Context: an optimization exercise on an open-source flow, tuned for small area, a short achievable clock period and few clock cycles. The choices shown serve that exercise and are no tape-out recipe.
RTL that was checked went through simulation tests only; none was proved equivalent to the original.
Power and IR drop assume default switching activity.

## JK
==> flow/design.v (excerpt) <==
module strv2_vlc_dec (
    input  wire        clk,
    input  wire        rst,             
    input  wire        start,
    input  wire        cfg_qmode,       
    input  wire [5:0]  cfg_qscale,      
    input  wire [15:0] cfg_mbtotal,     
    input  wire        in_valid,
    output wire        in_ready,
    input  wire [15:0] in_data,
    output reg         out_valid,
    input  wire        out_ready,
    output reg  [15:0] out_data,
    output wire        done,            
    output wire        fault,           
    output wire [1:0]  err_code,        
    output reg  [31:0] bit_count,       
    output reg  [15:0] esc_zero_count   
);
    localparam [15:0] EOD_WORD = 16'hFE00;
    localparam [2:0] S_IDLE   = 3'd0,
                     S_DC     = 3'd1,
                     S_AC     = 3'd2,
                     S_DONE   = 3'd3,
                     S_FAULT1 = 3'd5,      
                     S_FAULT2 = 3'd6;      
    reg  [2:0]  state;
    reg         qmode;
    reg  [5:0]  qscale;
    reg  [15:0] mbleft;       
    reg  [2:0]  blk;
    reg  [4:0]  bits_last;    
    reg         esc0_last;    
    reg         eob_last;     
    reg  [47:0] sbuf;
    reg  [5:0]  q;
  ...
For scale: ~1,600 cells after synthesis, roughly 160 flip-flops, roughly 11,000 um^2 of cells after synthesis.
==> module strv2_vlc_dec, before the edit <==
module strv2_vlc_dec (
    input  wire        clk,
    input  wire        rst,             
    input  wire        start,
    input  wire        cfg_qmode,       
    input  wire [5:0]  cfg_qscale,      
    input  wire [15:0] cfg_mbtotal,     
    input  wire        in_valid,
    output wire        in_ready,
    input  wire [15:0] in_data,
    output reg         out_valid,
    input  wire        out_ready,
    output reg  [15:0] out_data,
    output wire        done,            
    output wire        fault,           
    output wire [1:0]  err_code,        
    output reg  [31:0] bit_count,       
    output reg  [15:0] esc_zero_count   
);
    localparam [15:0] EOD_WORD = 16'hFE00;
    localparam [2:0] S_IDLE   = 3'd0,
                     S_DC     = 3'd1,
                     S_AC     = 3'd2,
                     S_DONE   = 3'd3,
                     S_FAULT1 = 3'd5,      
                     S_FAULT2 = 3'd6;      
    reg  [2:0]  state;
    reg         qmode;
    reg  [5:0]  qscale;
    reg  [15:0] mbleft;       
    reg  [2:0]  blk;
    reg  [4:0]  bits_last;    
    reg         esc0_last;    
    reg         eob_last;     
    reg  [47:0] sbuf;
    reg  [5:0]  q;
    wire        q_neg = q[5];
    wire st_dc    = (state == S_DC);
    wire st_ac    = (state == S_AC);
    wire decoding = st_dc || st_ac;
    wire st_fault = (state == S_FAULT1) || (state == S_FAULT2);
    wire room     = q_neg || !q[4];                  
    wire begin_fr = !decoding && start;
    assign in_ready = !decoding || room;
    assign done     = (state == S_DONE) && !out_valid;
    assign fault    = st_fault && !out_valid;
    assign err_code = {state == S_FAULT2, state == S_FAULT1};
    wire take = in_valid && in_ready;
    wire [52:0] ext = {sbuf, 5'd0};
    wire [21:0] win = ext[q[4:0] +: 22];
    wire [16:0] w = win[21:5];
    reg  [4:0]  ac_len;      
    reg         ac_eob, ac_esc, ac_err;
    reg         ac_sign;     
    always @(*) begin
        ac_eob = 1'b0; ac_esc = 1'b0; ac_err = 1'b0; ac_sign = 1'b0;
        casez (w[16:5])
            12'b10??????????: begin ac_len = 5'd2;  ac_eob = 1'b1; end
            12'b11??????????: begin ac_len = 5'd3;  ac_sign = w[14]; end
            12'b011?????????: begin ac_len = 5'd4;  ac_sign = w[13]; end
            12'b010?????????: begin ac_len = 5'd5;  ac_sign = w[12]; end
            12'b00100???????: begin ac_len = 5'd9;  ac_sign = w[8]; end
            12'b001?????????: begin ac_len = 5'd6;  ac_sign = w[11]; end
            12'b0001????????: begin ac_len = 5'd7;  ac_sign = w[10]; end
            12'b00001???????: begin ac_len = 5'd8;  ac_sign = w[9]; end
            12'b000001??????: begin ac_len = 5'd22; ac_esc = 1'b1; end
            12'b0000001?????: begin ac_len = 5'd11; ac_sign = w[6]; end
            12'b00000001????: begin ac_len = 5'd13; ac_sign = w[4]; end
            12'b000000001???: begin ac_len = 5'd14; ac_sign = w[3]; end
            12'b0000000001??: begin ac_len = 5'd15; ac_sign = w[2]; end
            12'b00000000001?: begin ac_len = 5'd16; ac_sign = w[1]; end
            12'b000000000001: begin ac_len = 5'd17; ac_sign = w[0]; end
            default:          begin ac_len = 5'd12; ac_err = 1'b1; end
        endcase
    end
    wire [5:0] t_run;
    wire [5:0] t_level;
    strv2_ac_table u_table (
        .win   (w),
        .run   (t_run),
        .level (t_level)
    );
    wire [5:0]  lv_low   = {|t_level[4:0], |t_level[3:0], |t_level[2:0],
                            |t_level[1:0], t_level[0], 1'b0};    
    wire [9:0]  ac_bot   = {{4{ac_sign}}, t_level ^ ({6{ac_sign}} & lv_low)};
    wire [15:0] esc_word = win[15:0];
    wire [15:0] dc_word  = qmode ? win[21:6] : {qscale, win[21:12]};
    wire [15:0] word = st_dc ? dc_word : ac_esc ? esc_word : ac_eob ? EOD_WORD : {t_run, ac_bot};
    wire [4:0]  len  = st_dc ? (qmode ? 5'd16 : 5'd10) : ac_len;
    wire [5:0]  left = q - {1'b0, len};                
    wire        esc_code   = (w[16:11] == 6'b000001);
    wire        ge22       = !q_neg && (q[4:0] >= 5'd5);
    wire        have = !q_neg && (st_dc || !esc_code || ge22);
    wire        bad  = st_dc ? (dc_word == EOD_WORD) :
                       (ac_err || (ac_esc && esc_word == EOD_WORD));
    wire out_free = !out_valid || out_ready;
    wire go       = decoding && out_free && have;
    wire emit     = go && !bad;
    wire last_blk = (blk == 3'd5);
    wire last_mb  = (mbleft == 16'd1);
    wire [5:0] add = take ? 6'd16 : 6'd0;
    wire [5:0] q0  = take ? 6'b111111 : 6'b101111;    
    always @(posedge clk) begin
        if (take)
            sbuf <= {sbuf[31:0], in_data};
        if (out_free)
            out_data <= word;
        if (begin_fr) begin
            qmode  <= cfg_qmode;
            qscale <= cfg_qscale;
        end
        q         <= begin_fr ? q0 : emit ? (left + add) : (q + add);
        bits_last <= emit ? len : 5'd0;
        esc0_last <= emit && st_ac && ac_esc && (esc_word[9:0] == 10'd0);
        eob_last  <= emit && st_ac && ac_eob;
        bit_count      <= begin_fr ? 32'd0 : bit_count + {27'd0, bits_last};
        esc_zero_count <= begin_fr ? 16'd0 : esc_zero_count + {15'd0, esc0_last};
        if (begin_fr) begin
            mbleft <= cfg_mbtotal;
            blk    <= 3'd0;
        end else if (eob_last) begin
            if (last_blk) begin
                blk    <= 3'd0;
                mbleft <= mbleft - 16'd1;
            end else begin
                blk <= blk + 3'd1;
            end
        end
    end
    always @(posedge clk) begin
        if (rst) begin
            state     <= S_IDLE;
            out_valid <= 1'b0;
        end else begin
            if (out_valid && out_ready)
                out_valid <= 1'b0;
            if (begin_fr) begin
                if (cfg_mbtotal == 16'd0 || (!cfg_qmode && cfg_qscale == 6'd0))
                    state <= S_FAULT2;
                else
                    state <= S_DC;
            end else if (decoding) begin
                if (go && bad)
                    state <= S_FAULT1;
                if (emit) begin
                    out_valid <= 1'b1;
                    if (st_dc)
                        state <= S_AC;
                    if (st_ac && ac_eob)
                        state <= (last_blk && last_mb) ? S_DONE : S_DC;
                end
            end
        end
    end
endmodule
export LEC_CHECK = 0
export ABC_AREA = 1
export CAP_MARGIN = 20
export CORE_MARGIN = 2
export CORE_UTILIZATION = 40
export PLACE_DENSITY = 0.6
export SETUP_SLACK_MARGIN = 3
export SLEW_MARGIN = 20
create_clock -name core_clock -period 8.0 [get_ports {clk}]
run.sh (not shown) runs the stock make flow with config.mk's settings and CLKGATE_MAP_FILE= SYNTH_SCRIPT=/design/flow/synth_recipe.tcl, a recipe that flattens the netlist after the stock synthesis.
Testbench counts of JK, summed over its fixed seeds: cycles 12,196.
--- input diff JK..MS ---
==> flow/design.v, changed modules only <==
module strv2_vlc_dec (
    input  wire        clk,
    input  wire        rst,             
    input  wire        start,
    input  wire        cfg_qmode,       
    input  wire [5:0]  cfg_qscale,      
    input  wire [15:0] cfg_mbtotal,     
    input  wire        in_valid,
    output wire        in_ready,
    input  wire [15:0] in_data,
    output reg         out_valid,
    input  wire        out_ready,
    output reg  [15:0] out_data,
    output wire        done,            
    output wire        fault,           
    output wire [1:0]  err_code,        
    output reg  [31:0] bit_count,       
    output reg  [15:0] esc_zero_count   
);
    localparam [15:0] EOD_WORD = 16'hFE00;
    localparam [2:0] S_IDLE   = 3'd0,
                     S_DC     = 3'd1,
                     S_AC     = 3'd2,
                     S_DONE   = 3'd3,
                     S_FAULT1 = 3'd5,      
                     S_FAULT2 = 3'd6;      
    reg  [2:0]  state;
    reg         qmode;
    reg  [5:0]  qscale;
    reg  [15:0] mbleft;       
    reg  [2:0]  blk;
    reg  [4:0]  bits_last;    
    reg         esc0_last;    
    reg         eob_last;     
    reg  [47:0] sbuf;
    reg  [5:0]  cnt;
    wire st_dc    = (state == S_DC);
    wire st_ac    = (state == S_AC);
    wire decoding = st_dc || st_ac;
    wire st_fault = (state == S_FAULT1) || (state == S_FAULT2);
    wire room     = (cnt <= 6'd32);
    wire begin_fr = !decoding && start;
    assign in_ready = !decoding || room;
    assign done     = (state == S_DONE) && !out_valid;
    assign fault    = st_fault && !out_valid;
    assign err_code = {state == S_FAULT2, state == S_FAULT1};
    wire take = in_valid && in_ready;
    wire [69:0] ext = {sbuf, 22'd0};
    wire [21:0] win = ext[cnt +: 22];
    wire [16:0] w = win[21:5];
    reg  [4:0]  ac_len;      
    reg         ac_eob, ac_esc, ac_err;
    reg         ac_sign;     
    always @(*) begin
        ac_eob = 1'b0; ac_esc = 1'b0; ac_err = 1'b0; ac_sign = 1'b0;
        casez (w[16:5])
            12'b10??????????: begin ac_len = 5'd2;  ac_eob = 1'b1; end
            12'b11??????????: begin ac_len = 5'd3;  ac_sign = w[14]; end
            12'b011?????????: begin ac_len = 5'd4;  ac_sign = w[13]; end
            12'b010?????????: begin ac_len = 5'd5;  ac_sign = w[12]; end
            12'b00100???????: begin ac_len = 5'd9;  ac_sign = w[8]; end
            12'b001?????????: begin ac_len = 5'd6;  ac_sign = w[11]; end
            12'b0001????????: begin ac_len = 5'd7;  ac_sign = w[10]; end
            12'b00001???????: begin ac_len = 5'd8;  ac_sign = w[9]; end
            12'b000001??????: begin ac_len = 5'd22; ac_esc = 1'b1; end
            12'b0000001?????: begin ac_len = 5'd11; ac_sign = w[6]; end
            12'b00000001????: begin ac_len = 5'd13; ac_sign = w[4]; end
            12'b000000001???: begin ac_len = 5'd14; ac_sign = w[3]; end
            12'b0000000001??: begin ac_len = 5'd15; ac_sign = w[2]; end
            12'b00000000001?: begin ac_len = 5'd16; ac_sign = w[1]; end
            12'b000000000001: begin ac_len = 5'd17; ac_sign = w[0]; end
            default:          begin ac_len = 5'd12; ac_err = 1'b1; end
        endcase
    end
    wire [5:0] t_run;
    wire [5:0] t_level;
    strv2_ac_table u_table (
        .win   (w),
        .run   (t_run),
        .level (t_level)
    );
    wire [5:0]  lv_low   = {|t_level[4:0], |t_level[3:0], |t_level[2:0],
                            |t_level[1:0], t_level[0], 1'b0};    
    wire [9:0]  ac_bot   = {{4{ac_sign}}, t_level ^ ({6{ac_sign}} & lv_low)};
    wire [15:0] esc_word = win[15:0];
    wire [15:0] dc_word  = qmode ? win[21:6] : {qscale, win[21:12]};
    wire [15:0] word = st_dc ? dc_word : ac_esc ? esc_word : ac_eob ? EOD_WORD : {t_run, ac_bot};
    wire [4:0]  len  = st_dc ? (qmode ? 5'd16 : 5'd10) : ac_len;
    wire [5:0]  left = cnt - {1'b0, len};              
    wire        short_code = |w[16:12];
    wire        esc_code   = (w[16:11] == 6'b000001);
    wire        have = st_dc ? (cnt >= 6'd16) :
                       (cnt >= 6'd22) || (cnt >= 6'd17 && !esc_code) || (cnt >= 6'd9 && short_code);
    wire        bad  = st_dc ? (dc_word == EOD_WORD) :
                       (ac_err || (ac_esc && esc_word == EOD_WORD));
    wire out_free = !out_valid || out_ready;
    wire go       = decoding && out_free && have;
    wire emit     = go && !bad;
    wire last_blk = (blk == 3'd5);
    wire last_mb  = (mbleft == 16'd1);
    wire [5:0] add = take ? 6'd16 : 6'd0;
    always @(posedge clk) begin
        if (take)
            sbuf <= {sbuf[31:0], in_data};
        if (out_free)
            out_data <= word;
        if (begin_fr) begin
            qmode  <= cfg_qmode;
            qscale <= cfg_qscale;
        end
        cnt       <= begin_fr ? add : emit ? (left + add) : (cnt + add);
        bits_last <= emit ? len : 5'd0;
        esc0_last <= emit && st_ac && ac_esc && (esc_word[9:0] == 10'd0);
        eob_last  <= emit && st_ac && ac_eob;
        bit_count      <= begin_fr ? 32'd0 : bit_count + {27'd0, bits_last};
        esc_zero_count <= begin_fr ? 16'd0 : esc_zero_count + {15'd0, esc0_last};
        if (begin_fr) begin
            mbleft <= cfg_mbtotal;
            blk    <= 3'd0;
        end else if (eob_last) begin
            if (last_blk) begin
                blk    <= 3'd0;
                mbleft <= mbleft - 16'd1;
            end else begin
                blk <= blk + 3'd1;
            end
        end
    end
    always @(posedge clk) begin
        if (rst) begin
            state     <= S_IDLE;
            out_valid <= 1'b0;
        end else begin
            if (out_valid && out_ready)
                out_valid <= 1'b0;
            if (begin_fr) begin
                if (cfg_mbtotal == 16'd0 || (!cfg_qmode && cfg_qscale == 6'd0))
                    state <= S_FAULT2;
                else
                    state <= S_DC;
            end else if (decoding) begin
                if (go && bad)
                    state <= S_FAULT1;
                if (emit) begin
                    out_valid <= 1'b1;
                    if (st_dc)
                        state <= S_AC;
                    if (st_ac && ac_eob)
                        state <= (last_blk && last_mb) ? S_DONE : S_DC;
                end
            end
        end
    end
endmodule
[summary]
MS ended up with dfxtp_2 as its library cell contributing the largest single delay on the critical path; JK ended up with fa_1. Summary of MS over JK: wire length saw an increase; post-synthesis instance area rose 7.4%; DRC marker count from the first detailed-route iteration went up 288. Relative to JK, the least setup slack across all paths after layout of MS is higher by 0.013 ns. Compared with JK, MS shows a part of the total power dissipated in the clock network that is 3.8 points lower. MS vs JK: number of nets in the final layout up in MS. Total power: MS above JK. MS vs JK, total global-route track usage went up by 2.3 points.
Only the layout flow was run in MS; the RTL was not checked for function there.

==> port drivers added, routing unchanged <==
Ports are ideal in the flow. The routed layouts listed here were re-timed in OpenROAD. Step 1 (the two cells are an assumption about what drives the block):
set clk [get_ports {clk}]
set_driving_cell -lib_cell sky130_fd_sc_hd__clkbuf_16 $clk
set_driving_cell -lib_cell sky130_fd_sc_hd__buf_2 [delete_from_list [all_inputs] $clk]
Step 2 times the ports against the registers' clock, not the clock port: input delays grow and output delays shrink by t, the midpoint of the rising clock arrivals with the driver on. Slacks: no drivers / after step 1 / after step 2; pairs: no drivers / after step 1.
| run | shift t [ns] | setup WS [ns] | hold slack, ns | worst setup path after step 2 |
|---|---|---|---|---|
| JK | 0.478 | 3.314 / 3.314 / 3.314 | 0.470 / 0.470 / 0.470 | register to register |
| MS | 0.496 | 3.327 / 3.327 / 3.327 | 0.498 / 0.498 / 0.498 | register to register |
After both steps every run listed still meets setup and hold.
